Context: an optimization exercise on an open-source flow, tuned for small area and a short achievable clock period. The choices shown serve that exercise and are no tape-out recipe.
Function was checked by simulation only, so behaviour that the tests miss may differ from the original.
Power and IR drop assume default switching activity.

## v36
// mbcore
module mbcore (
    input  wire        clk,
    input  wire        rst,             
    input  wire        host_valid,
    input  wire        host_write,
    input  wire [5:0]  host_addr,
    input  wire [31:0] host_wdata,
    output reg  [31:0] host_rdata,
    input  wire        tick,
    input  wire        link_mode,
    output wire        link_req,
    output wire [1:0]  link_op,         
    output wire [31:0] link_wdata,
    input  wire        link_ack,
    input  wire        link_err,
    input  wire [31:0] link_code,
    input  wire [31:0] link_rdata,
    output wire [31:0] pay_addr,
    input  wire [31:0] pay_rdata,
    input  wire [4:0]  img_addr,
    output reg  [31:0] img_data,
    output reg         ev_valid,
    output wire        ev_kind,
    output wire [31:0] ev_data
);
clock: 17.0 ns
lec_check: 0
cap_margin: 20
core_margin: 2
core_utilization: 40
cts_cluster_diameter: 100
cts_cluster_size: 20
place_density: 0.6
slew_margin: 20
standard.sh (not shown) runs the stock make flow with config.mk's settings and CLKGATE_MAP_FILE= SYNTH_SCRIPT=/design/flow/synth_recipe.tcl, a recipe that flattens the netlist after the stock synthesis.
==> flow/flow/run.sh <==
#!/bin/bash
# Layout: the standard ORFS flow (standard.sh, standard synthesis unchanged), with
#  - the synthesized netlist's combinational logic re-mapped by Yosys/ABC with an
#    area-aware script (flow/remap.ys, flow/remap.abc, flow/finish.ys); registers untouched;
#  - every port still buffered, with a buf_1 cell;
#  - repair_timing aiming for a setup margin of SETUP_MARGIN ns.
# Each tool's output goes to its own log in this folder.
set -euo pipefail
SETUP_MARGIN=${SETUP_MARGIN:-8.5}
KNOBS=("BUFFER_PORTS_ARGS=-buffer_cell sky130_fd_sc_hd__buf_1" "SETUP_SLACK_MARGIN=$SETUP_MARGIN")
RES=orfs/results/${FLOW_PLATFORM}/mbcore/base
LIB=${FLOW_HOME}/platforms/${FLOW_PLATFORM}/lib/sky130_fd_sc_hd__tt_025C_1v80.lib

bash standard.sh "$PWD/$RES/1_2_yosys.v" "${KNOBS[@]}" > synth_make.log 2>&1

cp "$RES/1_2_yosys.v" standard_1_2_yosys.v
sed -e "s#@LIB@#$LIB#g" -e "s#@IN@#$PWD/standard_1_2_yosys.v#" -e "s#@TMP@#$PWD/remap_tmp.v#" -e "s#@ABC@#$PWD/flow/remap.abc#" flow/remap.ys > remap_run.ys
sed -e "s#@LIB@#$LIB#g" -e "s#@TMP@#$PWD/remap_tmp.v#" -e "s#@OUT@#$PWD/remap_out.v#" flow/finish.ys > finish_run.ys
yosys -s remap_run.ys > remap_yosys.log 2>&1
yosys -s finish_run.ys > finish_yosys.log 2>&1
cp remap_out.v "$RES/1_2_yosys.v"
touch "$RES/1_2_yosys.v" "$RES/1_2_yosys.sdc"

bash standard.sh finish "${KNOBS[@]}" > layout_make.log 2>&1
Other scripts of this flow, unchanged in this note and not shown: flow/flow/finish.ys, flow/flow/remap.abc, flow/flow/remap.ys
Changes in v20 relative to v36:
-- flow/flow/run.sh --
<<< v36, line 8
set -euo pipefail
SETUP_MARGIN=${SETUP_MARGIN:-8.5}
KNOBS=("BUFFER_PORTS_ARGS=-buffer_cell sky130_fd_sc_hd__buf_1" "SETUP_SLACK_MARGIN=$SETUP_MARGIN")
>>> v20, line 8
set -euo pipefail
SETUP_MARGIN=${SETUP_MARGIN:-8}
KNOBS=("BUFFER_PORTS_ARGS=-buffer_cell sky130_fd_sc_hd__buf_1" "SETUP_SLACK_MARGIN=$SETUP_MARGIN")
Results
Compared with v36, v20 shows total setup buffers inserted after CTS lower by 25. Diff v36 and v20: via count lower in v20. Compared with v36, v20 shows number of buffers created by CTS higher by about 4.3%. Measured against each other, v36 and v20 differ in actual slew at the worst max-slew pin, the lower figure coming from v36. Compared with v36, v20 shows a lower cell count. In the flow results for v36 and v20, the setup slack is smaller on v20. Looking at startpoint of the worst setup timing path, the host_addr[1] result is from v36; the host_addr[5] one comes from v20. Compared to v36, v20 reaches a lower achievable clock. v20: switching component of the power is about 0.7% lower than what v36 reported. Global-route total usage across every layer in v20 is 0.41 points below v36. Met2 track utilization from global routing, v36 and v20: larger value in v20.

========
mbcore, a different RTL version from the one above (not shown whole).
Size in the first run: about 30000 um^2 of cells after synthesis.
==> flow/design.v (excerpt) <==
module mbcore (
    input  wire        clk,
    input  wire        rst,             
    input  wire        host_valid,
    input  wire        host_write,
    input  wire [5:0]  host_addr,
    input  wire [31:0] host_wdata,
    output reg  [31:0] host_rdata,
    input  wire        tick,
    input  wire        link_mode,
    output wire        link_req,
    output wire [1:0]  link_op,         
    output wire [31:0] link_wdata,
    input  wire        link_ack,
    input  wire        link_err,
    input  wire [31:0] link_code,
    input  wire [31:0] link_rdata,
    output wire [31:0] pay_addr,
    input  wire [31:0] pay_rdata,
    input  wire [4:0]  img_addr,
    output reg  [31:0] img_data,
    output reg         ev_valid,
    output wire        ev_kind,
    output wire [31:0] ev_data
);
export LEC_CHECK = 0
export CAP_MARGIN = 20
export CORE_MARGIN = 2
export CORE_UTILIZATION = 40
export CTS_CLUSTER_DIAMETER = 100
export CTS_CLUSTER_SIZE = 20
export PLACE_DENSITY = 0.6
export SLEW_MARGIN = 20
create_clock -name core_clock -period 17.0 [get_ports {clk}]
==> flow/flow/run.sh <==
#!/bin/bash
# Layout: the standard ORFS flow (standard.sh, standard synthesis unchanged), with
#  - the synthesized netlist's combinational logic re-mapped by Yosys/ABC with an
#    area-aware script (flow/remap.ys, flow/remap.abc, flow/finish.ys); registers untouched;
#  - every port still buffered, with a buf_1 cell;
#  - repair_timing aiming for a setup margin of SETUP_MARGIN ns.
# Each tool's output goes to its own log in this folder.
set -euo pipefail
SETUP_MARGIN=${SETUP_MARGIN:-8}
KNOBS=("BUFFER_PORTS_ARGS=-buffer_cell sky130_fd_sc_hd__buf_1" "SETUP_SLACK_MARGIN=$SETUP_MARGIN")
RES=orfs/results/${FLOW_PLATFORM}/mbcore/base
LIB=${FLOW_HOME}/platforms/${FLOW_PLATFORM}/lib/sky130_fd_sc_hd__tt_025C_1v80.lib

bash standard.sh "$PWD/$RES/1_2_yosys.v" "${KNOBS[@]}" > synth_make.log 2>&1

cp "$RES/1_2_yosys.v" standard_1_2_yosys.v
sed -e "s#@LIB@#$LIB#g" -e "s#@IN@#$PWD/standard_1_2_yosys.v#" -e "s#@TMP@#$PWD/remap_tmp.v#" -e "s#@ABC@#$PWD/flow/remap.abc#" flow/remap.ys > remap_run.ys
sed -e "s#@LIB@#$LIB#g" -e "s#@TMP@#$PWD/remap_tmp.v#" -e "s#@OUT@#$PWD/remap_out.v#" flow/finish.ys > finish_run.ys
yosys -s remap_run.ys > remap_yosys.log 2>&1
yosys -s finish_run.ys > finish_yosys.log 2>&1
cp remap_out.v "$RES/1_2_yosys.v"
touch "$RES/1_2_yosys.v" "$RES/1_2_yosys.sdc"

bash standard.sh finish "${KNOBS[@]}" > layout_make.log 2>&1
Other scripts of this flow, unchanged in this note and not shown: flow/flow/finish.ys, flow/flow/remap.abc, flow/flow/remap.ys
The starting point completed with no timing, DRC or antenna violations.
Edit:
--- a/flow/flow/run.sh
+++ b/flow/flow/run.sh
@@ -7,5 +7,5 @@
 # Each tool's output goes to its own log in this folder.
 set -euo pipefail
-SETUP_MARGIN=${SETUP_MARGIN:-8}
+SETUP_MARGIN=${SETUP_MARGIN:-7.5}
 KNOBS=("BUFFER_PORTS_ARGS=-buffer_cell sky130_fd_sc_hd__buf_1" "SETUP_SLACK_MARGIN=$SETUP_MARGIN")
 RES=orfs/results/${FLOW_PLATFORM}/mbcore/base
Count of clock-buffer cells in the layout stays the same; design area went down by 0.39%; power falls by 1.5%; synthesized area is unchanged; worst setup slack is worse by 510 ps; clock skew is higher by 9.8 ps; first-iteration DRC count rose by 2.3%; combinational power is about the same; global-route usage fell by 0.25 points; die area is unchanged; final cell count stays flat.
Edit:
--- a/flow/flow/run.sh
+++ b/flow/flow/run.sh
@@ -7,5 +7,5 @@
 # Each tool's output goes to its own log in this folder.
 set -euo pipefail
-SETUP_MARGIN=${SETUP_MARGIN:-7.5}
+SETUP_MARGIN=${SETUP_MARGIN:-8.5}
 KNOBS=("BUFFER_PORTS_ARGS=-buffer_cell sky130_fd_sc_hd__buf_1" "SETUP_SLACK_MARGIN=$SETUP_MARGIN")
 RES=orfs/results/${FLOW_PLATFORM}/mbcore/base
Clock-buffer cell count does not change.
Die area stays the same.
Cell area rises by 5.6%.
Synthesized area is unchanged.
Wire length rises by 3.7%.
Via count rises by 2.3%.
Core utilization rises by 2.5 points.
Clock skew falls by 4.1 ps.
Critical path depth rises by 4.

========
mbcore with an RTL version that a note above also has.
Size: ~3500 cells after synthesis, roughly 310 I/O pins.
clock: 17.0 ns
lec_check: 0
cap_margin: 20
core_margin: 2
core_utilization: 40
cts_cluster_diameter: 100
cts_cluster_size: 20
place_density: 0.6
slew_margin: 20
==> flow/flow/run.sh <==
#!/bin/bash
# The standard ORFS layout (the standard.sh, standard synthesis unchanged) with two knobs:
# every port still gets a buffer, but a buf_1 cell instead of the default delay-buffer cell,
# and repair_timing aims for a setup margin of SETUP_MARGIN ns.
set -euo pipefail
SETUP_MARGIN=${SETUP_MARGIN:-8}
bash standard.sh finish \
  "BUFFER_PORTS_ARGS=-buffer_cell sky130_fd_sc_hd__buf_1" \
  "SETUP_SLACK_MARGIN=$SETUP_MARGIN" > layout_make.log 2>&1
The baseline completed without violations.
Edit:
Settings changed: CORE_UTILIZATION 40 to 45, CTS_CLUSTER_DIAMETER 100 to unset, CTS_CLUSTER_SIZE 20 to unset.
What happened: The changed run finished with timing, DRC and antenna clean. Final area grows by 0.77%. Total power grows by 15%. Via count barely changes.

afterwards: timing with drivers on the ports:
The results above use ideal ports. As a check the final layouts listed here were re-extracted and re-timed, cells and wires unchanged. Step 1: set_driving_cell puts a clkbuf_16 on clk and a buf_2 on each other input, an assumption about the parent block. Step 2 also shifts input and output timing later by t, the mid clock arrival at the registers, as if the neighbouring blocks saw the same clock. a / b / c = ideal / step 1 / step 2; a / b = the first two.
run	t, ns	setup WS [ns]	clock arrival spread, ns	worst register clock-pin slew, ns
v36	0.645	8.103 / 8.046 / 8.046	0.031 / 0.031	0.11 / 0.11
v20	0.649	7.876 / 7.841 / 7.841	0.031 / 0.031	0.10 / 0.10
the first run of note 2	0.638	8.069 / 8.047 / 8.047	0.030 / 0.030	0.10 / 0.10
the second run of note 2	0.641	7.561 / 7.529 / 7.529	0.040 / 0.039	0.10 / 0.10
the third run of note 2	0.641	8.266 / 8.222 / 8.222	0.035 / 0.035	0.10 / 0.10
the first run of note 3	0.657	8.005 / 7.979 / 7.979	0.047 / 0.047	0.10 / 0.10
the second run of note 3	0.652	8.016 / 7.993 / 7.993	0.018 / 0.018	0.07 / 0.07
After both steps every run listed still meets setup and hold. For v36, which loses most, drivers alone change the setup slack by -0.057 ns; drivers and shift together by -0.057 ns.
